Background: an optimization exercise with open tools, aiming at small area, a short achievable clock period and few clock cycles. Do not read the settings as production practice. Only simulation tests tie the RTL to the original design; equivalence was not proved. Power and IR drop assume default switching activity.

**run.sh**
```bash
#!/bin/bash
# synth_recipe.tcl (not shown) runs the flow's synth.tcl, then flattens the netlist and writes it again
# the make line also repeats each setting of config.mk as NAME=value (left out here)
make -C /OpenROAD-flow-scripts/flow DESIGN_CONFIG=/design/flow/config.mk WORK_HOME=/design/flow/orfs CLKGATE_MAP_FILE= SYNTH_SCRIPT=/design/flow/synth_recipe.tcl finish
```
**config.mk**
```make
export PLATFORM = sky130hd
export DESIGN_NAME = bkt_tape
export DESIGN_NICKNAME = bkt_tape
export VERILOG_FILES = /design/flow/design.v
export SDC_FILE = /design/flow/constraint.sdc
export NUM_CORES = 4
export LEC_CHECK = 0
export CAP_MARGIN = 20
export CORE_MARGIN = 2
export CORE_UTILIZATION = 55
export PLACE_DENSITY = 0.65
export SETUP_SLACK_MARGIN = 5
export SLEW_MARGIN = 20
```
**constraint.sdc**
```tcl
create_clock -name core_clock -period 15.0 [get_ports {clk}]
set_input_delay 3.0000 -clock core_clock [delete_from_list [all_inputs] [get_ports {clk}]]
set_output_delay 3.0000 -clock core_clock [all_outputs]
set_load 0.01 [all_outputs]
```
**design.v**
```verilog
module bkt_crc8 (
    input  wire [15:0] crc_in,
    input  wire [7:0]  data,
    output reg  [15:0] crc_out
);
    integer i;
    reg [15:0] c;
    always @* begin
        c = crc_in ^ {data, 8'h00};
        for (i = 0; i < 8; i = i + 1)
            c = c[15] ? ((c << 1) ^ 16'h1021) : (c << 1);
        crc_out = c;
    end
endmodule
module bkt_tape (
    input  wire        clk,
    input  wire        rst,            
    input  wire        cmd_valid,
    output wire        cmd_ready,
    input  wire [31:0] cmd_data,
    output reg         rsp_valid,
    output reg  [2:0]  rsp_code,
    output reg  [31:0] rsp_data,
    output reg         rsp_byte_valid,
    output reg  [1:0]  rsp_byte_seg,
    output reg  [7:0]  rsp_byte
);
    localparam [2:0] R_OK = 3'd0, R_ILLEGAL = 3'd1, R_BADARG = 3'd2,
                     R_SEQ = 3'd3, R_FATAL = 3'd4;
    localparam [3:0] PH_IDLE = 4'd0, PH_FIND_PILOT = 4'd1, PH_PILOT_FOUND = 4'd2,
                     PH_PILOT_FOUND2 = 4'd3, PH_HEADER_MARKER = 4'd4,
                     PH_READ_HEADER = 4'd5, PH_BODY_MARKER = 4'd6, PH_READ_DATA = 4'd7,
                     PH_CKSUM = 4'd8, PH_END_TRAILER = 4'd9, PH_DONE = 4'd10,
                     PH_FATAL = 4'd15;
    localparam [2:0] E_CALIBRATION = 3'd1, E_MARKER = 3'd2, E_BIT_TIMING = 3'd3,
                     E_PROTOCOL = 3'd4, E_TRUNCATED = 3'd5;
    localparam [2:0] MS_NONE = 3'd0, MS_LEAD = 3'd1, MS_MID = 3'd2, MS_FINAL = 3'd3,
                     MS_SYNC1 = 3'd4, MS_SYNC0 = 3'd5;
    localparam [3:0] M_RUN = 4'd0, M_CHUNK = 4'd1, M_DIV = 4'd2, M_HA = 4'd3,
                     M_ACHK = 4'd4, M_F2 = 4'd5, M_F3 = 4'd6, M_HL = 4'd7,
                     M_XCHK = 4'd8, M_MP = 4'd9, M_REF = 4'd10, M_AW = 4'd11, M_XW = 4'd12;
    reg [3:0]  tp_phase;
    reg [2:0]  tp_err;
    reg [2:0]  tp_warn;
    reg [31:0] tp_pn;
    reg [55:0] tp_ps;         
    reg [30:0] tp_l0h;        
    reg [24:0] tp_cut;        
    reg [7:0]  tp_acc;
    reg [2:0]  tp_bitcnt;
    reg        tp_syncph;
    reg [15:0] tp_rem;
    reg [2:0]  tp_msub;
    reg [15:0] tp_mcnt;
    reg [15:0] tp_mfic;
    reg        tp_mlenient;
    reg [4:0]  tp_hcnt;
    reg [15:0] tp_bcnt;       
    reg [1:0]  tp_ccnt;
    reg [15:0] tp_start_addr;
    reg [15:0] tp_length;
    reg [15:0] tp_ckread;
    reg [15:0] tp_sum;
    reg [1:0]  tp_ckstat;
    reg [15:0] crc;
    reg [15:0] sum;
    reg [15:0] cfg_fic_std, cfg_fic_end, cfg_mlen_hdr, cfg_mlen_body, cfg_mlen_end, cfg_dbg;
    reg        cfg_end_lenient;
    reg [3:0]  mode;
    reg [4:0]  cnt;
    reg        xmode;         
    reg        skipa;         
    reg        cand_done;     
    reg        cand_long;
    reg [32:0] rem;           
    reg [32:0] l7;            
    reg [7:0]  ccarry;        
    reg [6:0]  c125;          
    reg        dbit;          
    reg        tieflag;       
    reg        sticky;        
    reg        ir_v;
    reg [31:0] ir;
    reg        ex_v;
    reg [31:0] ex;
    reg        pb_one, pb_guard, pb_long, pb_lead, pb_cert, pb_pz;
    reg        rdy;
    assign cmd_ready = rdy;
    function [31:0] inc32(input [31:0] x);
        integer i, d;
        reg [31:0] a, n;
        begin
            a = x;
            for (d = 1; d < 32; d = d * 2) begin
                n = a;
                for (i = 0; i < 32; i = i + 1)
                    if ((i / d) % 2 == 1) n[i] = a[i] & a[(i / d) * d - 1];
                a = n;
            end
            inc32 = x ^ {a[30:0], 1'b1};
        end
    endfunction
    function [15:0] inc16(input [15:0] x);
        integer i; reg c;
        begin
            c = 1'b1;
            for (i = 0; i < 16; i = i + 1) begin inc16[i] = x[i] ^ c; c = c & x[i]; end
        end
    endfunction
    function [15:0] dec16(input [15:0] x);
        integer i; reg b;
        begin
            b = 1'b1;
            for (i = 0; i < 16; i = i + 1) begin dec16[i] = x[i] ^ b; b = b & !x[i]; end
        end
    endfunction
    wire [7:0]  opc  = ex[31:24];
    wire [23:0] p    = ex[23:0];
    wire [7:0]  b8   = ex[7:0];
    wire [15:0] w16  = ex[15:0];
    wire        rsv_n   = !pb_pz;
    wire        rsv_b8  = ex[23:8] != 16'd0;
    wire        rsv_w16 = ex[23:16] != 8'd0;
    reg         run;            
    wire [23:0] p_t  = run ? ir[23:0] : ex[23:0];
    wire [35:0] v_long  = {5'd0, p_t, 7'd0} + {6'd0, p_t, 6'd0} + {9'd0, p_t, 3'd0} - {3'd0, l7};
    wire [35:0] v_lead  = {5'd0, p_t, 7'd0} + {6'd0, p_t, 6'd0} + {9'd0, p_t, 3'd0} - {3'd0, rem};
    wire [35:0] v_guard = {4'd0, p_t, 8'd0} - {10'd0, p_t, 2'd0} - {11'd0, p_t, 1'd0} - {3'd0, l7} - 36'd1;
    wire        t_one   = {1'b0, p_t} > tp_cut;
    wire        t_guard = !v_guard[35];
    wire        t_long  = !v_long[35];
    wire        t_lead  = !v_lead[35];
    wire        pn_hi    = |tp_pn[31:9];
    wire [8:0]  pn_lo    = tp_pn[8:0];
    wire        pn_ge199 = pn_hi || pn_lo >= 9'd199;
    wire        pn_ge200 = pn_hi || pn_lo >= 9'd200;
    wire        pn_ge223 = pn_hi || pn_lo >= 9'd223;
    wire        pn_ge447 = pn_hi || pn_lo >= 9'd447;
    wire        pn_ge448 = pn_hi || pn_lo >= 9'd448;
    wire [26:0] xc   = pn_ge223 ? {1'b0, tp_ps[32:7]} : tp_ps[32:6];
    wire        t_cert = {3'd0, p_t} <= xc;
    wire        cand = pn_ge200 && !(!pn_ge448 && pb_cert);
    wire        pred = ir[31:24] == 8'h11 && tp_phase == PH_FIND_PILOT &&
                       pn_ge199 && (pn_ge447 || !t_cert);
    wire        one_p   = pb_one;
    wire        zero_p  = !pb_one;
    wire        guard_p = pb_guard;
    wire        long_ok = pb_long;
    wire        lead_ok = pb_lead;
    wire        mk_viol = (tp_msub == MS_LEAD  && !lead_ok) ||
                          (tp_msub == MS_FINAL && !long_ok) ||
                          (tp_msub == MS_SYNC1 && !one_p)   ||
                          (tp_msub == MS_SYNC0 && !zero_p);
    wire [7:0]  acc_next = {tp_acc[6:0], one_p};
    wire [24:0] ps_lo    = {1'b0, tp_ps[23:0]} + {1'b0, p};
    wire [31:0] ps_hi_n  = ps_lo[24] ? inc32(tp_ps[55:24]) : tp_ps[55:24];
    wire [15:0] crc_byte_out, crc_mark_out;
    bkt_crc8 u_crc_byte (.crc_in(crc),      .data(b8), .crc_out(crc_byte_out));
    bkt_crc8 u_crc_mark (.crc_in(16'hCDB4), .data(b8), .crc_out(crc_mark_out));
    wire [15:0] add_v   = opc[0] ? {8'd0, b8} : w16;       
    wire [16:0] add_t   = {1'b0, sum} + {1'b0, add_v};
    wire [15:0] add_r   = add_t[15:0] + {15'd0, add_t[16]};
    wire [16:0] tsum_b  = {1'b0, tp_sum} + {9'd0, acc_next};
    wire [15:0] tsum_r  = tsum_b[15:0] + {15'd0, tsum_b[16]};
    wire        a_div   = (mode == M_DIV);
    wire        h_first;
    wire        h_bit;
    wire        h_cin;
    wire [33:0] sa_a    = h_first ? 34'd0 : {rem, a_div ? tp_l0h[30] : 1'b0};
    wire [33:0] sa_b    = a_div ? ~{1'b0, tp_pn, 1'b0} : (h_bit ? {3'd0, tp_l0h} : 34'd0);
    wire [34:0] sa_s    = {1'b0, sa_a} + {1'b0, sa_b} + {34'd0, a_div | h_cin};
    wire        dv_q    = sa_s[34];
    wire [32:0] dv_rem  = dv_q ? sa_s[32:0] : sa_a[32:0];
    wire        h_sat   = (!h_first && rem[32]) || sa_s[33] || sa_s[32];
    wire [32:0] h_acc   = {h_sat, sa_s[31:0]};
    wire [16:0] mk_k    = {tp_mfic, 1'b0} - 17'd1;
    assign h_first = (mode == M_HA && cnt == 5'd0) || (mode == M_F3) ||
                     (mode == M_MP && cnt == top_k);
    reg    hbit_r;              
    assign h_bit   = (mode == M_MP) ? hbit_r : 1'b1;
    assign h_cin   = (mode == M_HA && cnt == 5'd0);
    wire [15:0] new_fic = (tp_phase == PH_CKSUM) ? cfg_fic_end : cfg_fic_std;
    reg  [4:0]  top_k;
    reg  [4:0]  top_new;
    wire [16:0] new_k = {new_fic, 1'b0} - 17'd1;
    integer ti;
    always @* begin
        top_new = 5'd0;
        for (ti = 0; ti < 17; ti = ti + 1)
            if (new_k[ti]) top_new = ti[4:0];
    end
    wire        rem_zero = rem == 33'd0;
    wire        tie_f2   = skipa ? rem_zero : tieflag;
    reg         s125_in;
    wire [7:0]  s125_t  = {c125, s125_in};
    wire        s125_ge = s125_t >= 8'd125;
    wire [6:0]  s125_r  = s125_ge ? s125_t - 8'd125 : s125_t[6:0];
    wire [3:0]  ch      = (cnt[3:1] == 3'b111) ? 4'd0 : tp_ps[3:0];
    reg  [3:0]  pn_nib;
    always @* begin
        case (cnt[2:0])
            3'd0: pn_nib = tp_pn[3:0];
            3'd1: pn_nib = tp_pn[7:4];
            3'd2: pn_nib = tp_pn[11:8];
            3'd3: pn_nib = tp_pn[15:12];
            3'd4: pn_nib = tp_pn[19:16];
            3'd5: pn_nib = tp_pn[23:20];
            3'd6: pn_nib = tp_pn[27:24];
            default: pn_nib = tp_pn[31:28];
        endcase
        if (xmode || cnt[3]) pn_nib = 4'd0;
    end
    wire [11:0] ch_mul  = xmode ? ({5'd0, ch, 3'd0} - {8'd0, ch})
                                : ({1'b0, ch, 7'd0} + {2'b0, ch, 6'd0} + {5'd0, ch, 3'd0});
    wire [11:0] ch_t    = ch_mul + {8'd0, pn_nib} + {4'd0, ccarry};
    wire [7:0]  ri = ex[7:0];
    wire        rg1 = ri[7:5] == 3'b000 && ri[4];           
    wire        rg2 = ri[7:3] == 5'b00100;                   
    wire        rg7 = ri[7:3] == 5'b01110;                   
    wire        rs_10 = rg1 && ri[3:0] == 4'h0;
    wire        rs_11 = rg1 && ri[3:0] == 4'h1;
    wire        rs_12 = rg1 && ri[3:0] == 4'h2;
    wire        rs_13 = rg1 && ri[3:0] == 4'h3;
    wire        rs_14 = rg1 && ri[3:0] == 4'h4;
    wire        rs_15 = rg1 && ri[3:0] == 4'h5;
    wire        rs_16 = rg1 && ri[3:0] == 4'h6;
    wire        rs_17 = rg1 && ri[3:0] == 4'h7;
    wire        rs_18 = rg1 && ri[3:0] == 4'h8;
    wire        rs_19 = rg1 && ri[3:0] == 4'h9;
    wire        rs_1A = rg1 && ri[3:0] == 4'hA;
    wire        rs_1B = rg1 && ri[3:0] == 4'hB;
    wire        rs_1C = rg1 && ri[3:0] == 4'hC;
    wire        rs_1D = rg1 && ri[3:0] == 4'hD;
    wire        rs_1E = rg1 && ri[3:0] == 4'hE;
    wire        rs_1F = rg1 && ri[3:0] == 4'hF;
    wire        rs_20 = rg2 && ri[2:0] == 3'd0;
    wire        rs_21 = rg2 && ri[2:0] == 3'd1;
    wire        rs_22 = rg2 && ri[2:0] == 3'd2;
    wire        rs_23 = rg2 && ri[2:0] == 3'd3;
    wire        rs_24 = rg2 && ri[2:0] == 3'd4;
    wire        rs_25 = rg2 && ri[2:0] == 3'd5;
    wire        rs_26 = rg2 && ri[2:0] == 3'd6;
    wire        rs_27 = rg2 && ri[2:0] == 3'd7;
    wire        rs_50 = ri == 8'h50;
    wire        rs_58 = ri == 8'h58;
    wire        rs_70 = rg7 && ri[2:0] == 3'd0;
    wire        rs_71 = rg7 && ri[2:0] == 3'd1;
    wire        rs_72 = rg7 && ri[2:0] == 3'd2;
    wire        rs_73 = rg7 && ri[2:0] == 3'd3;
    wire        rs_74 = rg7 && ri[2:0] == 3'd4;
    wire        rs_75 = rg7 && ri[2:0] == 3'd5;
    wire        rs_76 = rg7 && ri[2:0] == 3'd6;
    wire        rd_ok = rs_10 | rs_11 | rs_12 | rs_13 | rs_14 | rs_15 | rs_16 | rs_17 | rs_18 | rs_19 | rs_1A | rs_1B | rs_1C | rs_1D | rs_1E | rs_1F | rs_20 | rs_21 | rs_22 | rs_23 | rs_24 | rs_25 | rs_26 | rs_27 | rs_50 | rs_58 | rs_70 | rs_71 | rs_72 | rs_73 | rs_74 | rs_75 | rs_76;
    wire [31:0] rd_val =
        ({32{rs_10}} & {28'd0, tp_phase}) |
        ({32{rs_11}} & {29'd0, tp_err}) |
        ({32{rs_12}} & {29'd0, tp_warn}) |
        ({32{rs_13}} & tp_pn) |
        ({32{rs_14}} & tp_ps[31:0]) |
        ({32{rs_15}} & {8'd0, tp_ps[55:32]}) |
        ({32{rs_16}} & {1'b0, tp_l0h}) |
        ({32{rs_17}} & {7'd0, tp_cut}) |
        ({32{rs_18}} & {24'd0, tp_acc}) |
        ({32{rs_19}} & {29'd0, tp_bitcnt}) |
        ({32{rs_1A}} & {31'd0, tp_syncph}) |
        ({32{rs_1B}} & {16'd0, tp_rem}) |
        ({32{rs_1C}} & {29'd0, tp_msub}) |
        ({32{rs_1D}} & {16'd0, tp_mcnt}) |
        ({32{rs_1E}} & {16'd0, tp_mfic}) |
        ({32{rs_1F}} & {31'd0, tp_mlenient}) |
        ({32{rs_20}} & {27'd0, tp_hcnt}) |
        ({32{rs_21}} & {16'd0, tp_bcnt}) |
        ({32{rs_22}} & {30'd0, tp_ccnt}) |
        ({32{rs_23}} & {16'd0, tp_start_addr}) |
        ({32{rs_24}} & {16'd0, tp_length}) |
        ({32{rs_25}} & {16'd0, tp_ckread}) |
        ({32{rs_26}} & {16'd0, tp_sum}) |
        ({32{rs_27}} & {30'd0, tp_ckstat}) |
        ({32{rs_50}} & {16'd0, crc}) |
        ({32{rs_58}} & {16'd0, sum}) |
        ({32{rs_70}} & {16'd0, cfg_fic_std}) |
        ({32{rs_71}} & {16'd0, cfg_fic_end}) |
        ({32{rs_72}} & {16'd0, cfg_mlen_hdr}) |
        ({32{rs_73}} & {16'd0, cfg_mlen_body}) |
        ({32{rs_74}} & {16'd0, cfg_mlen_end}) |
        ({32{rs_75}} & {31'd0, cfg_end_lenient}) |
        ({32{rs_76}} & {16'd0, cfg_dbg});
    task automatic tape_clear;
        begin
            tp_err <= 3'd0;  tp_warn <= 3'd0;  tp_pn <= 32'd0;  tp_ps <= 56'd0;
            tp_l0h <= 31'd0; tp_cut <= 25'd0;  tp_acc <= 8'd0;  tp_bitcnt <= 3'd0;
            tp_syncph <= 1'b0; tp_rem <= 16'd0; tp_msub <= MS_NONE; tp_mcnt <= 16'd0;
            tp_mfic <= 16'd0; tp_mlenient <= 1'b0; tp_hcnt <= 5'd0; tp_bcnt <= 16'd0;
            tp_ccnt <= 2'd0; tp_start_addr <= 16'd0; tp_length <= 16'd0;
            tp_ckread <= 16'd0; tp_sum <= 16'd0; tp_ckstat <= 2'd0;
            cand_done <= 1'b0;
        end
    endtask
    task automatic full_reset;
        begin
            tape_clear;
            tp_phase <= PH_IDLE;
            crc <= 16'hFFFF;
            sum <= 16'd0;
            cfg_fic_std <= 16'd4;  cfg_fic_end <= 16'd9;
            cfg_mlen_hdr <= 16'd2; cfg_mlen_body <= 16'd2;
            cfg_mlen_end <= 16'd2; cfg_end_lenient <= 1'b1; cfg_dbg <= 16'd0;
        end
    endtask
    reg [3:0]  ph_n;
    reg        rv;
    reg [2:0]  rc;
    reg [31:0] rdt;
    reg        consume;
    reg [3:0]  mode_n;
    reg        mk_start;
    reg        xfer;
    always @(posedge clk) begin
        ph_n     = tp_phase;
        rv       = 1'b0;
        rc       = R_OK;
        rdt      = 32'd0;
        consume  = 1'b0;
        mode_n   = mode;
        mk_start = 1'b0;
        rsp_byte_valid <= 1'b0;
        rsp_byte       <= acc_next;
        rsp_byte_seg   <= (tp_phase == PH_READ_HEADER) ? 2'd0 :
                          (tp_phase == PH_READ_DATA) ? 2'd1 : 2'd2;
        begin
            case (mode)
            M_RUN: if (ex_v) begin
                consume = 1'b1;
                case (opc)
                8'h00:  
                    begin rv = 1'b1; rc = rsv_n ? R_ILLEGAL : R_OK; end
                8'h01:  
                    if (rsv_n) begin rv = 1'b1; rc = R_ILLEGAL; end
                    else begin
                        full_reset;
                        rv = 1'b1;
                    end
                8'h02:  
                    if (rsv_b8)      begin rv = 1'b1; rc = R_ILLEGAL; end
                    else if (rd_ok)  begin rv = 1'b1; rdt = rd_val; end
                    else             begin rv = 1'b1; rc = R_BADARG; end
                8'h03: begin  
                    rv = 1'b1;
                    if (ex[23:16] > 8'd6 ||
                        (ex[23:16] <= 8'd1 && w16 == 16'd0) ||
                        (ex[23:16] == 8'd5 && w16 > 16'd1))
                        rc = R_BADARG;
                    else begin
                        case (ex[18:16])
                            3'd0: cfg_fic_std     <= w16;
                            3'd1: cfg_fic_end     <= w16;
                            3'd2: cfg_mlen_hdr    <= w16;
                            3'd3: cfg_mlen_body   <= w16;
                            3'd4: cfg_mlen_end    <= w16;
                            3'd5: cfg_end_lenient <= w16[0];
                            default: cfg_dbg      <= w16;
                        endcase
                    end
                end
                8'h10:  
                    if (rsv_n) begin rv = 1'b1; rc = R_ILLEGAL; end
                    else begin
                        tape_clear;
                        tp_phase <= PH_FIND_PILOT;
                        rv = 1'b1; rdt = {28'd0, PH_FIND_PILOT};
                    end
                8'h11: begin  
                    if (pb_pz) begin
                        rv = 1'b1; rc = R_BADARG;
                    end else if (tp_phase == PH_IDLE || tp_phase == PH_FATAL) begin
                        rv = 1'b1; rc = R_SEQ;
                    end else if (tp_phase == PH_DONE) begin
                        rv = 1'b1; rdt = {25'd0, tp_err, tp_phase};
                    end else begin
                        case (tp_phase)
                        PH_FIND_PILOT: begin
                            if (!cand_done && cand) begin
                                consume = 1'b0;
                                mode_n  = M_CHUNK;
                                cnt     <= 5'd0;
                                xmode   <= 1'b0;
                                skipa   <= 1'b0;
                                ccarry  <= 8'd0;
                                c125    <= 7'd0;
                            end else if (cand_done && cand_long) begin
                                cand_done <= 1'b0;
                                tp_phase  <= PH_PILOT_FOUND;
                                rv = 1'b1; rdt = {28'd0, PH_PILOT_FOUND};
                            end else if (&tp_pn) begin
                                cand_done <= 1'b0;
                                tp_phase <= PH_FATAL;
                                tp_err   <= E_CALIBRATION;
                                rv = 1'b1; rc = R_FATAL; rdt = {25'd0, E_CALIBRATION, PH_FATAL};
                            end else begin
                                cand_done <= 1'b0;
                                tp_ps <= {ps_hi_n, ps_lo[23:0]};
                                tp_pn <= inc32(tp_pn);
                                rv = 1'b1; rdt = {25'd0, tp_err, ph_n};
                            end
                        end
                        PH_PILOT_FOUND: begin
                            if (!one_p) tp_warn[0] <= 1'b1;
                            tp_phase <= PH_PILOT_FOUND2;
                            rv = 1'b1; rdt = {25'd0, tp_err, PH_PILOT_FOUND2};
                        end
                        PH_PILOT_FOUND2: begin
                            if (!zero_p) tp_warn[1] <= 1'b1;
                            tp_msub     <= MS_LEAD;
                            tp_mfic     <= cfg_fic_std;
                            tp_mcnt     <= cfg_mlen_hdr;
                            tp_mlenient <= 1'b0;
                            tp_phase    <= PH_HEADER_MARKER;
                            mk_start = 1'b1;
                                                rv = 1'b1; rdt = {25'd0, tp_err, PH_HEADER_MARKER};
                        end
                        PH_HEADER_MARKER, PH_BODY_MARKER, PH_END_TRAILER: begin
                            if (mk_viol && !tp_mlenient) begin
                                tp_phase <= PH_FATAL;
                                tp_err   <= E_MARKER;
                                rv = 1'b1; rc = R_FATAL; rdt = {25'd0, E_MARKER, PH_FATAL};
                            end else begin
                                if (mk_viol) tp_warn[2] <= 1'b1;
                                case (tp_msub)
                                    MS_LEAD:  tp_msub <= (tp_mcnt != 16'd0) ? MS_MID : MS_FINAL;
                                    MS_MID: begin
                                        tp_mcnt <= dec16(tp_mcnt);
                                        if (tp_mcnt == 16'd1) tp_msub <= MS_FINAL;
                                    end
                                    MS_FINAL: tp_msub <= MS_SYNC1;
                                    MS_SYNC1: tp_msub <= MS_SYNC0;
                                    default: begin
                                        tp_msub <= MS_NONE;
                                        if (tp_phase == PH_HEADER_MARKER) begin
                                            ph_n = PH_READ_HEADER;
                                            tp_rem <= 16'd20;
                                        end else if (tp_phase == PH_BODY_MARKER) begin
                                            if (tp_length == 16'd0) begin
                                                ph_n = PH_CKSUM;
                                                tp_rem <= 16'd2;
                                            end else begin
                                                ph_n = PH_READ_DATA;
                                                tp_rem <= tp_length;
                                            end
                                        end else begin
                                            ph_n = PH_DONE;
                                        end
                                        tp_acc <= 8'd0;  tp_bitcnt <= 3'd0;  tp_syncph <= 1'b0;
                                    end
                                endcase
                                tp_phase <= ph_n;
                                rv = 1'b1; rdt = {25'd0, tp_err, ph_n};
                            end
                        end
                        default: begin  
                            if (guard_p) begin
                                tp_phase <= PH_FATAL;
                                tp_err   <= E_BIT_TIMING;
                                rv = 1'b1; rc = R_FATAL; rdt = {25'd0, E_BIT_TIMING, PH_FATAL};
                            end else if (!tp_syncph) begin
                                tp_syncph <= 1'b1;
                                if (tp_bitcnt == 3'd7) begin
                                    tp_acc    <= 8'd0;
                                    tp_bitcnt <= 3'd0;
                                    tp_rem    <= dec16(tp_rem);
                                    rsp_byte_valid <= 1'b1;
                                    if (tp_phase == PH_READ_HEADER) begin
                                        case (tp_hcnt)
                                            5'd0: rem[7:0]   <= acc_next;
                                            5'd1: rem[15:8]  <= acc_next;
                                            5'd2: rem[23:16] <= acc_next;
                                            5'd3: rem[31:24] <= acc_next;
                                            default: ;
                                        endcase
                                        tp_hcnt <= tp_hcnt + 5'd1;
                                    end else if (tp_phase == PH_READ_DATA) begin
                                        tp_bcnt <= inc16(tp_bcnt);
                                        tp_sum  <= tsum_r;
                                    end else begin
                                        if (tp_ccnt == 2'd0) tp_ckread[7:0]  <= acc_next;
                                        else                 tp_ckread[15:8] <= acc_next;
                                        tp_ccnt <= tp_ccnt + 2'd1;
                                    end
                                end else begin
                                    tp_acc    <= acc_next;
                                    tp_bitcnt <= tp_bitcnt + 3'd1;
                                end
                                rv = 1'b1; rdt = {25'd0, tp_err, ph_n};
                            end else if (!zero_p) begin
                                tp_phase <= PH_FATAL;
                                tp_err   <= E_PROTOCOL;
                                rv = 1'b1; rc = R_FATAL; rdt = {25'd0, E_PROTOCOL, PH_FATAL};
                            end else begin
                                tp_syncph <= 1'b0;
                                if (tp_rem == 16'd0) begin
                                    if (tp_phase == PH_READ_HEADER) begin
                                        tp_start_addr <= rem[15:0];
                                        tp_length     <= rem[31:16];
                                        ph_n = PH_BODY_MARKER;
                                        tp_msub     <= MS_LEAD;
                                        tp_mfic     <= cfg_fic_std;
                                        tp_mcnt     <= cfg_mlen_body;
                                        tp_mlenient <= 1'b0;
                                        mk_start = 1'b1;
                                                                    end else if (tp_phase == PH_READ_DATA) begin
                                        ph_n = PH_CKSUM;
                                        tp_rem <= 16'd2;
                                        tp_acc <= 8'd0;  tp_bitcnt <= 3'd0;
                                    end else begin
                                        tp_ckstat   <= {tp_ckread == tp_sum, 1'b1};
                                        ph_n = PH_END_TRAILER;
                                        tp_msub     <= MS_LEAD;
                                        tp_mfic     <= cfg_fic_end;
                                        tp_mcnt     <= cfg_mlen_end;
                                        tp_mlenient <= cfg_end_lenient;
                                        mk_start = 1'b1;
                                    end
                                    tp_phase <= ph_n;
                                end
                                rv = 1'b1; rdt = {25'd0, tp_err, ph_n};
                            end
                        end
                        endcase
                    end
                end
                8'h12:  
                    if (rsv_n) begin rv = 1'b1; rc = R_ILLEGAL; end
                    else if (tp_phase == PH_IDLE || tp_phase == PH_FATAL) begin rv = 1'b1; rc = R_SEQ; end
                    else if (tp_phase == PH_DONE) begin rv = 1'b1; rdt = {25'd0, tp_err, tp_phase}; end
                    else if (tp_phase == PH_FIND_PILOT) begin
                        tp_phase <= PH_FATAL;
                        tp_err   <= E_CALIBRATION;
                        rv = 1'b1; rc = R_FATAL; rdt = {25'd0, E_CALIBRATION, PH_FATAL};
                    end else begin
                        tp_phase <= PH_FATAL;
                        tp_err   <= E_TRUNCATED;
                        rv = 1'b1; rc = R_FATAL; rdt = {25'd0, E_TRUNCATED, PH_FATAL};
                    end
                8'h30:  
                    if (rsv_n) begin rv = 1'b1; rc = R_ILLEGAL; end
                    else begin
                        crc <= 16'hFFFF;
                        rv = 1'b1; rdt = 32'h0000FFFF;
                    end
                8'h31:  
                    if (rsv_b8) begin rv = 1'b1; rc = R_ILLEGAL; end
                    else begin
                        crc <= crc_byte_out;
                        rv = 1'b1; rdt = {16'd0, crc_byte_out};
                    end
                8'h32:  
                    if (rsv_b8) begin rv = 1'b1; rc = R_ILLEGAL; end
                    else begin
                        crc <= crc_mark_out;
                        rv = 1'b1; rdt = {16'd0, crc_mark_out};
                    end
                8'h33:  
                    if (rsv_w16) begin rv = 1'b1; rc = R_ILLEGAL; end
                    else         begin rv = 1'b1; rdt = {31'd0, crc == w16}; end
                8'h40:  
                    if (rsv_n) begin rv = 1'b1; rc = R_ILLEGAL; end
                    else begin
                        sum <= 16'd0;
                        rv = 1'b1;
                    end
                8'h41:  
                    if (rsv_b8) begin rv = 1'b1; rc = R_ILLEGAL; end
                    else begin
                        sum <= add_r;
                        rv = 1'b1; rdt = {16'd0, add_r};
                    end
                8'h42:  
                    if (rsv_w16) begin rv = 1'b1; rc = R_ILLEGAL; end
                    else begin
                        sum <= add_r;
                        rv = 1'b1; rdt = {16'd0, add_r};
                    end
                8'h43:  
                    if (rsv_w16) begin rv = 1'b1; rc = R_ILLEGAL; end
                    else         begin rv = 1'b1; rdt = {31'd0, sum == w16}; end
                default:
                    begin rv = 1'b1; rc = R_ILLEGAL; end
                endcase
                if (mk_start) begin
                    mode_n = M_MP;
                    cnt    <= top_new;
                    top_k  <= top_new;
                    hbit_r <= 1'b1;
                end
            end
            M_CHUNK: begin
                ccarry <= ch_t[11:4];
                {rem, tp_l0h} <= {ch_t[3:0], rem, tp_l0h[30:4]};
                if (cnt[3:1] != 3'b111) tp_ps <= {tp_ps[3:0], tp_ps[55:4]};
                cnt <= cnt + 5'd1;
                if (cnt[3:0] == 4'd15) begin
                    mode_n = M_DIV;
                    cnt    <= 5'd0;
                end
            end
            M_DIV: begin
                rem    <= dv_rem;
                tp_l0h <= {tp_l0h[29:0], dv_q};
                if (xmode) begin
                    tp_cut <= {tp_cut[23:0], dv_q};
                    sticky <= sticky | tp_cut[24];
                end else begin
                    dbit <= dv_q;
                    if (cnt != 5'd0) begin
                        c125   <= s125_r;
                        tp_cut <= {tp_cut[23:0], s125_ge};
                    end
                end
                cnt <= cnt + 5'd1;
                if (cnt == 5'd30) begin
                    cnt     <= 5'd0;
                    mode_n  = xmode ? M_XW : (skipa ? M_F2 : M_HA);
                end
            end
            M_HA: begin
                if (cnt == 5'd0) tieflag <= rem_zero;
                rem <= h_acc;
                cnt <= cnt + 5'd1;
                if (cnt == 5'd2) mode_n = M_AW;
            end
            M_AW: mode_n = M_ACHK;
            M_XW: mode_n = M_XCHK;
            M_ACHK: begin
                if (pb_lead) begin
                    mode_n = M_F2;               
                end else begin
                    mode_n = M_CHUNK;
                    xmode  <= 1'b1;
                    cnt    <= 5'd0;
                    ccarry <= 8'd0;
                    tp_cut <= 25'd0;
                    sticky <= 1'b0;
                end
            end
            M_XCHK: begin
                tp_cut <= 25'd0;
                tp_l0h <= 31'd0;
                if (pb_one && !sticky) begin
                    mode_n = M_CHUNK;
                    xmode  <= 1'b0;
                    skipa  <= 1'b1;
                    cnt    <= 5'd0;
                    ccarry <= 8'd0;
                    c125   <= 7'd0;
                end else begin
                    mode_n = M_RUN;
                    cand_done <= 1'b1;
                    cand_long <= 1'b0;
                end
            end
            M_F2: begin
                tp_l0h[0] <= dbit & !tie_f2;
                c125      <= s125_r;
                tp_cut    <= {tp_cut[23:0], s125_ge};
                mode_n = M_F3;
            end
            M_F3: begin
                tp_cut <= {tp_cut[23:0], s125_ge} + {24'd0, s125_r >= 7'd63};
                rem    <= h_acc;
                cnt    <= 5'd1;
                mode_n = M_HL;
            end
            M_HL: begin
                rem <= h_acc;
                cnt <= cnt + 5'd1;
                if (cnt == 5'd2) begin
                    l7 <= h_acc;
                    mode_n = M_RUN;
                    cand_done <= 1'b1;
                    cand_long <= 1'b1;
                end
            end
            M_MP: begin
                rem <= h_acc;
                cnt <= cnt - 5'd1;
                hbit_r <= mk_k[cnt - 5'd1];
                if (cnt == 5'd0) mode_n = M_REF;
            end
            M_REF: mode_n = M_RUN;
            default: mode_n = M_RUN;
            endcase
        end
        if (rst) begin
            full_reset;
            mode_n = M_RUN;
        end
        mode <= mode_n;
        run  <= rst || mode_n == M_RUN;
        if (!run) begin
            pb_one   <= t_one;
            pb_guard <= t_guard;
            pb_long  <= t_long;
            pb_lead  <= t_lead;
        end
        rsp_valid <= rv && !rst;
        rsp_code  <= rc;
        rsp_data  <= rdt;
        xfer = (mode == M_RUN) && ir_v && (!ex_v || consume);
        if (cmd_valid && rdy) ir <= cmd_data;
        if (xfer) begin
            ex       <= ir;
            pb_one   <= t_one;
            pb_guard <= t_guard;
            pb_long  <= t_long;
            pb_lead  <= t_lead;
            pb_cert  <= t_cert;
            pb_pz    <= ir[23:0] == 24'd0;
        end
        if (rst) begin
            ir_v <= 1'b0;
            ex_v <= 1'b0;
            rdy  <= 1'b1;
        end else begin
            if (cmd_valid && rdy) begin
                ir_v <= 1'b1;
            end else if (xfer) begin
                ir_v <= 1'b0;
            end
            if (xfer)         ex_v <= 1'b1;
            else if (consume) ex_v <= 1'b0;
            rdy <= (mode_n == M_RUN) && !(xfer && pred);
        end
    end
    always @* begin
        case (mode)
            M_F2:    s125_in = dbit & !tie_f2;
            M_F3:    s125_in = 1'b0;
            default: s125_in = dbit;
        endcase
    end
endmodule
```
==> summary.md, run 1 <==
| Metric | Value |
|---|---|
| Post-layout worst setup margin | `~8.2 ns` |
| Syn Inst Count | `6,028` |
| DR WL met3 | `around 32,000 um` |
| SO Viols | `antenna rules` |
| Fin area | `53,600 um^2` |
| Synthesis-stage register bit count | `660` |
| Seq/Total Area, Yosys | `30.3%` |
| Fillers | `approximately 8,000` |
| HP Class | `reg2reg` |
| Syn_nets | `6,504` |
| Nets | `between 6,000 and 7,000` |
| H-tree depth | `3` |
| Xor/xnor share of the synthesized area | `4.88%` |
| Util after Layout | `roughly three fifths` |
| Layout overhead on the synthesized area | `9.13%` |
| Residual DRC | `0` |
| Crit start category | `register` |
| Die Ht | `303 um` |
| Most frequent cells in the layout | `688 x nor2_1, 516 x a21oi_1, 492 x dfxtp_1` |
| Global-route wire length before repair | `roughly 310,000 um` |
| Async set-or-reset flop fraction in the synthesized netlist | `0%` |
| Peak VDD IR | `0.0000984 V` |
| Power Density | `just over 80 nW/um^2` |
| # setup viols final | `0` |
| CP Class | `reg2reg` |
| CTS Hold Bufs | `0` |
| Gr usage total | `around 45%` |
| Cell internal pwr | `approximately 3.2 mW` |
| RSZ-0062 raised after global routing | `no` |
| Final max-slew violation count | `0` |
| Chip width | `between 300 and 400 um` |
| Fin crit share | `45.2%` |
| Mean Syn Cell Area | `8.15 um^2` |
| DIE AREA | `91,700 um^2` |
| Post-synthesis mux area share | `4.72%` |
| Vias in the first global route | `44,812` |
| YS warnings | `2` |
| Worst Max-Slew Pin Slew | `1.35 ns` |
| Post-CTS sizing | `0` |
| Num rows | `about 110` |
| Total CTS buffers | `76` |
| Switching part of the total power | `27.4%` |
| Final WL | `214,000 um` |
| Worst skew pair latency | `0.69 ns` |
| Post-CTS Setup Repair Bufs | `0` |
| EDFF count, synth | `between 150 and 200` |
| Crit. End Element | `register` |
| Clk_skew | `0.0328 ns` |
| Synth Area in Compound Gates | `22.5%` |
| Top routing layer used | `met5` |
| Psw | `1.21 mW` |
| Clk sinks | `660` |
| Core area | `88,400 um^2` |
| Setup TNS | `0 ns` |
| Clock root buffer master | `clkbuf_16` |
| Max_cap viols | `0` |
| Final Hold Fails | `0` |
| Slowest stage delay, CP | `0.77 ns` |
| Share of layout cells above drive strength 1 | `5.68%` |
| Met2 WL | `84,100 um` |
| Distinct cells, synth | `110` |
| Port bufs | `82` |
| Vias per cell | `6.94` |
| Synth Area in Adders | `12.1%` |
| Starting Density | `a little under three fifths` |
| Global placement routability congestion | `1.12` |
| CP Max Fanout | `about 40` |
| Leading cell type in the layout, fill and taps excluded | `nor2_1` |
| Top-level I/O count | `83` |
| Mapped Area | `49,100 um^2` |
| Leakage | `between 20 and 25 nW` |
| Cell Area, Placed | `50,900 um^2` |
| Max transition margin | `8.99%` |
| Comb pwr share | `12.7%` |
| DR pass1 iterations | `15` |
| Top FF cell, synth | `dfxtp_1` |
| Largest net degree at the start of global routing | `~110` |
| Hpwl dp | `161,000 um` |
| Via Count | `49,801` |
| Clock share of power | `45.2%` |
| CTS clk-pin slew, worst paths | `0.06 ns` |
| Remaining Overflow, GRT | `0` |
| Initial antenna violation count | `14` |
| CTS tree | `done` |
| Post-Place Setup Slack | `about 8.3 ns` |
| CP max stage cell | `o31a_2` |
| Avg WL per Cell | `29.9 um` |
| Critical Path AT | `7.21 ns` |
| Post-synthesis simple-gate area fraction | `approximately a fifth` |
| Power Total | `4.41 mW` |
| Crit path required time | `around 15 ns` |
| Initial DRC count | `8,271` |
| Maximum buffer depth of the clock tree | `3` |
| Met1 WL | `83,400 um` |
| Antenna-violating nets left | `1` |
| Fmax | `about 150 MHz` |
| Status | `failed layout checks` |
| Seq pwr share | `between 40% and 50%` |
| CP Cell Sequence | `inv_1, ha_1, nand2_1, nor2_1, and4_1, nor3_2, buf_4, and2_1, ha_1, nor2b_1, o31a_1, o311ai_1, a31oi_1, a311oi_1, o211a_1, o31a_2, inv_2, nor2_1, a211oi_1, a311o_1` |
| Largest family of logic cells by synthesized area | `compound AO/OA/AOI/OAI gates` |
| Period minus WS final | `6.78 ns` |
==> metrics by stage <==
step / hold WS, ns / cells
after CTS: 0.451 / 7154
after global routing: 0.464 / 7157
final: 0.450 / 7171
after global placement: 0.430 / 7016
after floorplan: 0.353 / 6028
after detailed placement: 0.442 / 7016
==> Yosys cell counts (all sizes together), types with 19 or more instances <==
master	instances	area, um^2
nor2	694	2610
a21oi	520	2640
dfxtp	492	9850
nand2	467	1750
ha	386	4830
clkbuf	322	1210
o21ai	307	1540
inv	297	1110
mux2i	213	2140
nand3	204	1030
xnor2	170	1500
edfxtp	168	5040
nor3	156	781
a22oi	135	1010
xor2	102	901
a21o	89	668
nand4	84	526
a211oi	82	616
nand2b	80	500
a222oi	73	731
and3	70	443
nor2b	70	438
nor4	65	413
and2	57	357
buf	56	284
fa	55	1100
o21a	51	383
a31oi	45	282
o221ai	44	385
a221oi	37	330
or3	30	193
a311oi	28	258
o31ai	27	208
o21bai	24	184
and4	23	201
o211ai	22	170
o22ai	20	125
a22o	19	166
==> area by class of cell <==
type                       count  area, um^2  area share (%)
clock inverter                32         369           0.689
sequential                   660       14900            27.8
multi-input combinational   4690       31700            59.2
antenna                       15        37.5          0.0700
inverter                     300        1130            2.10
tap                         1165        1460            2.72
clock buffer                 106        2240            4.18
timing repair buffer         203        1740            3.25
==> flip-flops by register name, summed over array words and instances (netlist names), 25 cells and up <==
register and flops:
tp_l0h 31, ex 32, rsp_data 32, ir 32
tp_ps 56, tp_pn 32, l7 33, rem 33
tp_cut 25
==> path summary, 6_finish.rpt <==
kind | slack (ns) | from | end | cells after the start
setup reg to reg | 8.22 | cnt[0]$_DFFE_PP_ | rem[32]$_DFFE_PN_ | 20
hold reg to reg | 0.45 | ir[25]$_DFFE_PP_ | ex[25]$_DFFE_PP_ | 0
setup / recovery | 8.22 | cnt[0]$_DFFE_PP_ | rem[32]$_DFFE_PN_ | 20
hold / removal | 0.45 | ir[25]$_DFFE_PP_ | ex[25]$_DFFE_PP_ | 0
==> critical path, delay by kind of cell, from the launching register on <==
kind	cells	cell delay, ns
and+or+nand+nor	7	1.49
DFF	1	0.61
AOI/OAI and AO/OA	8	2.94
adders and majority gates	2	0.62
buffers and inverters	3	0.86
==> power by group through the flow <==
stage / clock network [mW] / logic (mW) / registers [mW]
global placement: 0 / 0.530 / 1.89
CTS: 1.99 / 0.548 / 1.85
floorplan: 0 / 0.398 / 1.88
detailed placement: 0 / 0.543 / 1.89
global route: 2.06 / 0.616 / 1.85
finish: 1.99 / 0.559 / 1.86
==> layer usage <==
layer | vias up | GRT usage, %
met2 | 3535 | 62.4
met1 | 23613 | 60.7
met3 | 773 | 16.6
met5 | - | 0.0518
met4 | 8 | 25.8
li1 | 21872 | -
==> logic make-up after synthesis <==
kind of cell               Yosys count
xor gates and xnor gates           272
DFF                                660
adders and majority gates          441
and+or+nand+nor                   2078
AOI/OAI and AO/OA                 1671
buffers and inverters              678
muxes                              228
Testbench counts, summed over its fixed seeds: cycles 63,832.
==> inputs of run 2 (changes only) <==
--- a/design.v
+++ b/design.v
@@ -123,8 +123,13 @@
     wire        rsv_w16 = ex[23:16] != 8'd0;
     reg         run;            
     wire [23:0] p_t  = run ? ir[23:0] : ex[23:0];
-    wire [35:0] v_long  = {5'd0, p_t, 7'd0} + {6'd0, p_t, 6'd0} + {9'd0, p_t, 3'd0} - {3'd0, l7};
-    wire [35:0] v_lead  = {5'd0, p_t, 7'd0} + {6'd0, p_t, 6'd0} + {9'd0, p_t, 3'd0} - {3'd0, rem};
+    wire [31:0] c2a = {1'b0, p_t, 7'd0};
+    wire [31:0] c2b = {2'd0, p_t, 6'd0};
+    wire [31:0] c2c = {5'd0, p_t, 3'd0};
+    wire [31:0] p200s = c2a ^ c2b ^ c2c;
+    wire [31:0] p200c = (c2a & c2b) | (c2a & c2c) | (c2b & c2c);
+    wire [35:0] v_long  = {4'd0, p200s} + {3'd0, p200c, 1'b0} - {3'd0, l7};
+    wire [35:0] v_lead  = {4'd0, p200s} + {3'd0, p200c, 1'b0} - {3'd0, rem};
     wire [35:0] v_guard = {4'd0, p_t, 8'd0} - {10'd0, p_t, 2'd0} - {11'd0, p_t, 1'd0} - {3'd0, l7} - 36'd1;
     wire        t_one   = {1'b0, p_t} > tp_cut;
     wire        t_guard = !v_guard[35];
@@ -162,10 +167,11 @@
     wire [15:0] add_r   = add_t[15:0] + {15'd0, add_t[16]};
     wire [16:0] tsum_b  = {1'b0, tp_sum} + {9'd0, acc_next};
     wire [15:0] tsum_r  = tsum_b[15:0] + {15'd0, tsum_b[16]};
-    wire        a_div   = (mode == M_DIV);
-    wire        h_first;
-    wire        h_bit;
-    wire        h_cin;
+    reg         sa_div_r, sa_zero_r, sa_cin_r, sa_bit_r;
+    wire        a_div   = sa_div_r;
+    wire        h_first = sa_zero_r;
+    wire        h_bit   = sa_bit_r;
+    wire        h_cin   = sa_cin_r;
     wire [33:0] sa_a    = h_first ? 34'd0 : {rem, a_div ? tp_l0h[30] : 1'b0};
     wire [33:0] sa_b    = a_div ? ~{1'b0, tp_pn, 1'b0} : (h_bit ? {3'd0, tp_l0h} : 34'd0);
     wire [34:0] sa_s    = {1'b0, sa_a} + {1'b0, sa_b} + {34'd0, a_div | h_cin};
@@ -174,13 +180,7 @@
     wire        h_sat   = (!h_first && rem[32]) || sa_s[33] || sa_s[32];
     wire [32:0] h_acc   = {h_sat, sa_s[31:0]};
     wire [16:0] mk_k    = {tp_mfic, 1'b0} - 17'd1;
-    assign h_first = (mode == M_HA && cnt == 5'd0) || (mode == M_F3) ||
-                     (mode == M_MP && cnt == top_k);
-    reg    hbit_r;              
-    assign h_bit   = (mode == M_MP) ? hbit_r : 1'b1;
-    assign h_cin   = (mode == M_HA && cnt == 5'd0);
     wire [15:0] new_fic = (tp_phase == PH_CKSUM) ? cfg_fic_end : cfg_fic_std;
-    reg  [4:0]  top_k;
     reg  [4:0]  top_new;
     wire [16:0] new_k = {new_fic, 1'b0} - 17'd1;
     integer ti;
@@ -313,6 +313,7 @@
     reg [31:0] rdt;
     reg        consume;
     reg [3:0]  mode_n;
+    reg [4:0]  cnt_n;
     reg        mk_start;
     reg        xfer;
     always @(posedge clk) begin
@@ -322,6 +323,7 @@
         rdt      = 32'd0;
         consume  = 1'b0;
         mode_n   = mode;
+        cnt_n    = cnt;
         mk_start = 1'b0;
         rsp_byte_valid <= 1'b0;
         rsp_byte       <= acc_next;
@@ -382,7 +384,7 @@
                             if (!cand_done && cand) begin
                                 consume = 1'b0;
                                 mode_n  = M_CHUNK;
-                                cnt     <= 5'd0;
+                                cnt_n     = 5'd0;
                                 xmode   <= 1'b0;
                                 skipa   <= 1'b0;
                                 ccarry  <= 8'd0;
@@ -587,19 +589,17 @@
                 endcase
                 if (mk_start) begin
                     mode_n = M_MP;
-                    cnt    <= top_new;
-                    top_k  <= top_new;
-                    hbit_r <= 1'b1;
+                    cnt_n    = top_new;
                 end
             end
             M_CHUNK: begin
                 ccarry <= ch_t[11:4];
                 {rem, tp_l0h} <= {ch_t[3:0], rem, tp_l0h[30:4]};
                 if (cnt[3:1] != 3'b111) tp_ps <= {tp_ps[3:0], tp_ps[55:4]};
-                cnt <= cnt + 5'd1;
+                cnt_n = cnt + 5'd1;
                 if (cnt[3:0] == 4'd15) begin
                     mode_n = M_DIV;
-                    cnt    <= 5'd0;
+                    cnt_n    = 5'd0;
                 end
             end
             M_DIV: begin
@@ -615,16 +615,16 @@
                         tp_cut <= {tp_cut[23:0], s125_ge};
                     end
                 end
-                cnt <= cnt + 5'd1;
+                cnt_n = cnt + 5'd1;
                 if (cnt == 5'd30) begin
-                    cnt     <= 5'd0;
+                    cnt_n     = 5'd0;
                     mode_n  = xmode ? M_XW : (skipa ? M_F2 : M_HA);
                 end
             end
             M_HA: begin
                 if (cnt == 5'd0) tieflag <= rem_zero;
                 rem <= h_acc;
-                cnt <= cnt + 5'd1;
+                cnt_n = cnt + 5'd1;
                 if (cnt == 5'd2) mode_n = M_AW;
             end
             M_AW: mode_n = M_ACHK;
@@ -635,7 +635,7 @@
                 end else begin
                     mode_n = M_CHUNK;
                     xmode  <= 1'b1;
-                    cnt    <= 5'd0;
+                    cnt_n    = 5'd0;
                     ccarry <= 8'd0;
                     tp_cut <= 25'd0;
                     sticky <= 1'b0;
@@ -648,7 +648,7 @@
                     mode_n = M_CHUNK;
                     xmode  <= 1'b0;
                     skipa  <= 1'b1;
-                    cnt    <= 5'd0;
+                    cnt_n    = 5'd0;
                     ccarry <= 8'd0;
                     c125   <= 7'd0;
                 end else begin
@@ -666,12 +666,12 @@
             M_F3: begin
                 tp_cut <= {tp_cut[23:0], s125_ge} + {24'd0, s125_r >= 7'd63};
                 rem    <= h_acc;
-                cnt    <= 5'd1;
+                cnt_n    = 5'd1;
                 mode_n = M_HL;
             end
             M_HL: begin
                 rem <= h_acc;
-                cnt <= cnt + 5'd1;
+                cnt_n = cnt + 5'd1;
                 if (cnt == 5'd2) begin
                     l7 <= h_acc;
                     mode_n = M_RUN;
@@ -681,8 +681,7 @@
             end
             M_MP: begin
                 rem <= h_acc;
-                cnt <= cnt - 5'd1;
-                hbit_r <= mk_k[cnt - 5'd1];
+                cnt_n = cnt - 5'd1;
                 if (cnt == 5'd0) mode_n = M_REF;
             end
             M_REF: mode_n = M_RUN;
@@ -694,6 +693,12 @@
             mode_n = M_RUN;
         end
         mode <= mode_n;
+        cnt  <= cnt_n;
+        sa_div_r  <= mode_n == M_DIV;
+        sa_zero_r <= (mode_n == M_HA && cnt_n == 5'd0) || mode_n == M_F3 ||
+                     (mode_n == M_MP && mode != M_MP);
+        sa_cin_r  <= mode_n == M_HA && cnt_n == 5'd0;
+        sa_bit_r  <= (mode_n == M_MP && mode == M_MP) ? mk_k[cnt - 5'd1] : 1'b1;
         run  <= rst || mode_n == M_RUN;
         if (!run) begin
             pb_one   <= t_one;
==> flow/run.sh (new file) <==
#!/bin/bash
# Layout flow: the standard flow (standard.sh, unchanged synthesis, floorplan,
# placement, CTS, routing) with a larger setup-slack margin for its timing-repair
# steps, so that repair keeps shortening paths below the design's period. The
# constraints (constraint.sdc, period) are not touched.
set -e
sed -i '/SETUP_SLACK_MARGIN/d' config.mk
echo 'export SETUP_SLACK_MARGIN = 10' >> config.mk
bash standard.sh > standard.log 2>&1
==> standard.sh (new file) <==
#!/bin/bash
# synth_recipe.tcl (not shown) runs the flow's synth.tcl, then flattens the netlist and writes it again
# the make line also repeats each setting of config.mk as NAME=value (left out here)
make -C /OpenROAD-flow-scripts/flow DESIGN_CONFIG=/design/flow/config.mk WORK_HOME=/design/flow/orfs CLKGATE_MAP_FILE= SYNTH_SCRIPT=/design/flow/synth_recipe.tcl "${@:-finish}"
--- a/config.mk
+++ b/config.mk
@@ -9,5 +9,5 @@
 export CORE_MARGIN = 2
 export CORE_UTILIZATION = 55
 export PLACE_DENSITY = 0.65
-export SETUP_SLACK_MARGIN = 5
 export SLEW_MARGIN = 20
+export SETUP_SLACK_MARGIN = 10
removed: run.sh
==> run 2 against run 1 <==
Fmax is 28% higher; global-route usage up 1.7 points; now clean on timing, DRC and antenna; synthesized cell count down 1.1%; clock skew increased by 0.0014 ns; final cell count rose by 1.4%; core utilization increased by 2.6 points; wire length increased by 4.7%; hold slack worse by 0.0070 ns; sequential share of layout area decreased by 1.4 points; critical path depth is 5 higher; critical path type unchanged.
==> summary.md, run 2 <==
| Metric | Value |
|---|---|
| CP max stage cell | `nor4_1 (was o31a_2)` |
| Setup TNS | `0 ns (unchanged)` |
| Start point of the critical path | `rem[18]$_DFFE_PP_ (was cnt[0]$_DFFE_PP_)` |
| Max transition margin | `20.3% (was 8.99%)` |
| Clk sinks | `658 (was 660)` |
| Slowest stage delay, CP | `0.50 ns (was 0.77 ns)` |
| Chip width | `302 um (was 303 um)` |
| R2r worst-path depth | `25 (was 20)` |
| Top Registers | `tp_ps x56, l7 x33, rem x33 (unchanged)` |
| Residual DRC | `0 (unchanged)` |
| YS warnings | `2 (unchanged)` |
| Power Total | `4.56 mW (was 4.41 mW)` |
| Global-route wire length before repair | `314,000 um (was 305,000 um)` |
| Min-Delay Endpoint | `ex[31]$_DFFE_PP_ (was ex[25]$_DFFE_PP_)` |
| Worst Max-Slew Pin Slew | `1.18 ns (was 1.35 ns)` |
| CP most frequent cell | `ha_4` |
| Max reg flops | `56 (unchanged)` |
| Maximum buffer depth of the clock tree | `3 (unchanged)` |
| R2R setup slack | `9.71 ns (was 8.22 ns)` |
| Vias in the first global route | `45,633 (was 44,812)` |
| Clock root buffer master | `clkbuf_16 (unchanged)` |
| CP Max Fanout | `4 (was 41)` |
| RSZ-0062 raised after global routing | `yes (was no)` |
| Crit. End Element | `register (unchanged)` |
| Synthesis-stage register bit count | `658 (was 660)` |
| Port bufs | `82 (unchanged)` |
| Period minus WS final | `5.29 ns (was 6.78 ns)` |
| Synth top area share | `20.5% (was 20.1%)` |
| Fin area | `55,900 um^2 (was 53,600 um^2)` |
| Syn_nets | `6,435 (was 6,504)` |
| Top FF cell, synth | `dfxtp_1 (unchanged)` |
| Global placement routability congestion | `1.11 (was 1.12)` |
| Seq/Total Area, Yosys | `30.1% (was 30.3%)` |
| Leakage | `21.6 nW (was 20.7 nW)` |
| DIE AREA | `91,500 um^2 (was 91,700 um^2)` |
| Crit start category | `register (unchanged)` |
| Die Ht | `302 um (was 303 um)` |
| Post-Place Setup Slack | `8.30 ns (was 8.26 ns)` |
| Final max-slew violation count | `0 (unchanged)` |
| Critical R2R Launch | `rem[18]$_DFFE_PP_ (was cnt[0]$_DFFE_PP_)` |
| Biggest register | `tp_ps (unchanged)` |
| Synth top cells by count | `685 x nor2_1, 501 x dfxtp_1, 482 x nand2_1 (was 692 x nor2_1, 516 x a21oi_1, 492 x dfxtp_1)` |
| Core area | `88,400 um^2 (unchanged)` |
| Share of layout cells above drive strength 1 | `10.8% (was 5.68%)` |
| Antenna-violating nets left | `0 (was 1)` |
| Clk_skew | `0.0343 ns (was 0.0328 ns)` |
| CTS clk-pin slew, worst paths | `0.07 ns (was 0.06 ns)` |
| Cell Count, Final, Fillers Out | `7,268 (was 7,171)` |
| Final Hold Fails | `0 (unchanged)` |
| Worst Hold Path Cells | `0 (unchanged)` |
| Initial DRC count | `8,509 (was 8,271)` |
| Post-synth top area cell | `dfxtp_1 (unchanged)` |
| CP Class | `reg2reg (unchanged)` |
| Layout overhead on the synthesized area | `14.1% (was 9.13%)` |
| Initial antenna violation count | `19 (was 14)` |
| Nets | `6,503 (was 6,407)` |
| Hold Startpoint | `ir[31]$_DFFE_PP_ (was ir[25]$_DFFE_PP_)` |
| Vias per cell | `7.04 (was 6.94)` |
| Total CTS buffers | `76 (unchanged)` |
| Largest net degree at the start of global routing | `83 (was 114)` |
| CTS tree | `done (unchanged)` |
| R2r endpoint | `tp_cut[24]$_SDFFE_PP0P_ (was rem[32]$_DFFE_PN_)` |
| Crit path required time | `15.61 ns (was 15.42 ns)` |
| Cell Area, Placed | `51,000 um^2 (was 50,900 um^2)` |
| Fmax | `189 MHz (was 147 MHz)` |
| Final WL | `224,000 um (was 214,000 um)` |
| Gr usage total | `47.0% (was 45.3%)` |
| DR pass1 iterations | `11 (was 15)` |
| Top-level I/O count | `83 (unchanged)` |
| Num rows | `109 (unchanged)` |
| HP Class | `reg2reg (unchanged)` |
| Hpwl dp | `166,000 um (was 161,000 um)` |
| Distinct cells, synth | `106 (was 110)` |
| Peak VDD IR | `0.000109 V (was 0.0000984 V)` |
| Mean Syn Cell Area | `8.22 um^2 (was 8.15 um^2)` |
| Most frequent cells in the layout | `675 x nor2_1, 496 x dfxtp_1, 475 x nand2_1 (was 688 x nor2_1, 516 x a21oi_1, 492 x dfxtp_1)` |
| Leading cell type in the layout, fill and taps excluded | `nor2_1 (unchanged)` |
| Power Density | `81.6 nW/um^2 (was 82.2 nW/um^2)` |
| Top post-synthesis cells by area | `dfxtp_1 20%, ha_1 9.9%, edfxtp_1 9.6% (was dfxtp_1 20%, edfxtp_1 10%, ha_1 9.8%)` |
| Syn Inst Count | `5,959 (was 6,028)` |
| Starting Density | `55.4% (was 55.6%)` |
| Remaining Overflow, GRT | `0 (unchanged)` |
| Mapped Area | `49,000 um^2 (was 49,100 um^2)` |
| Async set-or-reset flop fraction in the synthesized netlist | `0% (unchanged)` |
| Max_cap viols | `0 (unchanged)` |
| Fin crit share | `35.3% (was 45.2%)` |
| Status | `finished clean (was failed layout checks)` |
| H-tree depth | `3 (unchanged)` |
| Avg WL per Cell | `30.9 um (was 29.9 um)` |
| Critical Path AT | `5.90 ns (was 7.21 ns)` |
| Post-layout worst setup margin | `9.71 ns (was 8.22 ns)` |
| # setup viols final | `0 (unchanged)` |
| Dominant cell by count in the synthesized netlist | `nor2_1 (unchanged)` |
| Via Count | `51,132 (was 49,801)` |
| EDFF count, synth | `157 (was 168)` |
| Worst skew pair latency | `0.69 ns (about the same)` |
| Inst Count DP | `6,962 (was 7,016)` |
## run 2: worst max path at each step
stage	end	slack, ns	cells past startpoint
3_3_place_gp	tp_cut[24]$_SDFFE_PP0P_	8.35	26
5_1_grt	tp_cut[24]$_SDFFE_PP0P_	9.45	27
2_1_floorplan	pb_long$_DFFE_PP_	9.97	25
4_1_cts	tp_cut[19]$_SDFFE_PP0P_	9.80	25
6_report	tp_cut[24]$_SDFFE_PP0P_	9.71	25
3_5_place_dp	tp_cut[24]$_SDFFE_PP0P_	8.30	26
## run 2: area by class of cell
type / instances / area (um^2)
sequential: 658 / 14800
fill: 7654 / 32500
clock buffer: 109 / 2210
clock inverter: 30 / 383
inverter: 295 / 1160
tap: 1165 / 1460
multi-input combinational: 4643 / 32800
timing repair buffer: 353 / 3080
antenna: 15 / 37.5
## run 2: metal layers
layer / share of wire [%] / track usage [%] / vias to the layer above
met5: 0.070 / 0.104 / -
met3: 15 / 15.2 / 845
met1: 38 / 63.6 / 24389
met2: 39 / 64.5 / 3829
met4: 7.3 / 28.9 / 24
li1: - / - / 22045
## run 2: worst max-delay path: cells and delay by family (launching register included)
family | cells | cell delay, ns
simple gates | 11 | 2.39
fa+ha+maj | 3 | 0.61
compound gates | 7 | 1.21
flops | 1 | 0.45
buf+inv | 3 | 0.48
mux | 1 | 0.09
## run 2: cells by family after synthesis
group | count (synthesis) | share of synthesized area [%]
fa+ha+maj | 441 | 12.1
buf+inv | 658 | 5.21
mux | 279 | 5.84
xor+xnor | 252 | 4.53
compound gates | 1638 | 22.6
simple gates | 2033 | 19.6
flops | 658 | 30.1
## run 2: per-stage QoR
| stage | utilization (%) | hold slack (ns) |
|---|---|---|
| 2_1_floorplan | - | 0.398 |
| 3_3_place_gp | 57.7 | 0.438 |
| 3_5_place_dp | 57.7 | 0.441 |
| 4_1_cts | 62.0 | 0.451 |
| 5_1_grt | 63.2 | 0.456 |
| 6_report | 63.2 | 0.443 |
## run 2: power by group
part | internal, mW | switching, mW
Combinational | 0.289 | 0.423
Clock | 1.15 | 0.843
Sequential | 1.83 | 0.0274
Total | 3.27 | 1.29
## run 2: repair_timing
| action | 4_1_cts | 5_1_grt |
|---|---|---|
| gates resized for setup | 129 | 121 |
| cloned | 0 | 1 |
| pin swaps | 32 | 63 |
| endpoints found under the setup margin | 154 | 182 |
| hold endpoints to repair | 0 | 0 |
| setup buffers | 89 | 62 |
| hold buffers | 0 | 0 |
Testbench counts of run 2, summed over its fixed seeds: cycles 63,832.

-- re-timing with driven ports --
In the flow no input, the clock included, has a driving cell. The finished layouts below were timed again as built, in two steps.
Step 1 (the two cells are an assumption about what drives the block):
set clk [get_ports {clk}]
set_driving_cell -lib_cell sky130_fd_sc_hd__clkbuf_16 $clk
set_driving_cell -lib_cell sky130_fd_sc_hd__buf_2 [delete_from_list [all_inputs] $clk]
Step 2 also shifts input and output timing later by t, the mid clock arrival at the registers, as if the neighbouring blocks saw the same clock.
a / b / c = no drivers / after step 1 / after step 2; a / b = the first two.
run	t, ns	setup slack, ns	worst slew at a driven data input, ns
run 1	0.740	8.217 / 8.217 / 8.217	0.12
run 2	0.746	9.707 / 9.707 / 9.208	0.05
The setup slack of run 2, which loses most, moves by 0.000 ns with the drivers and by -0.499 ns with both steps.
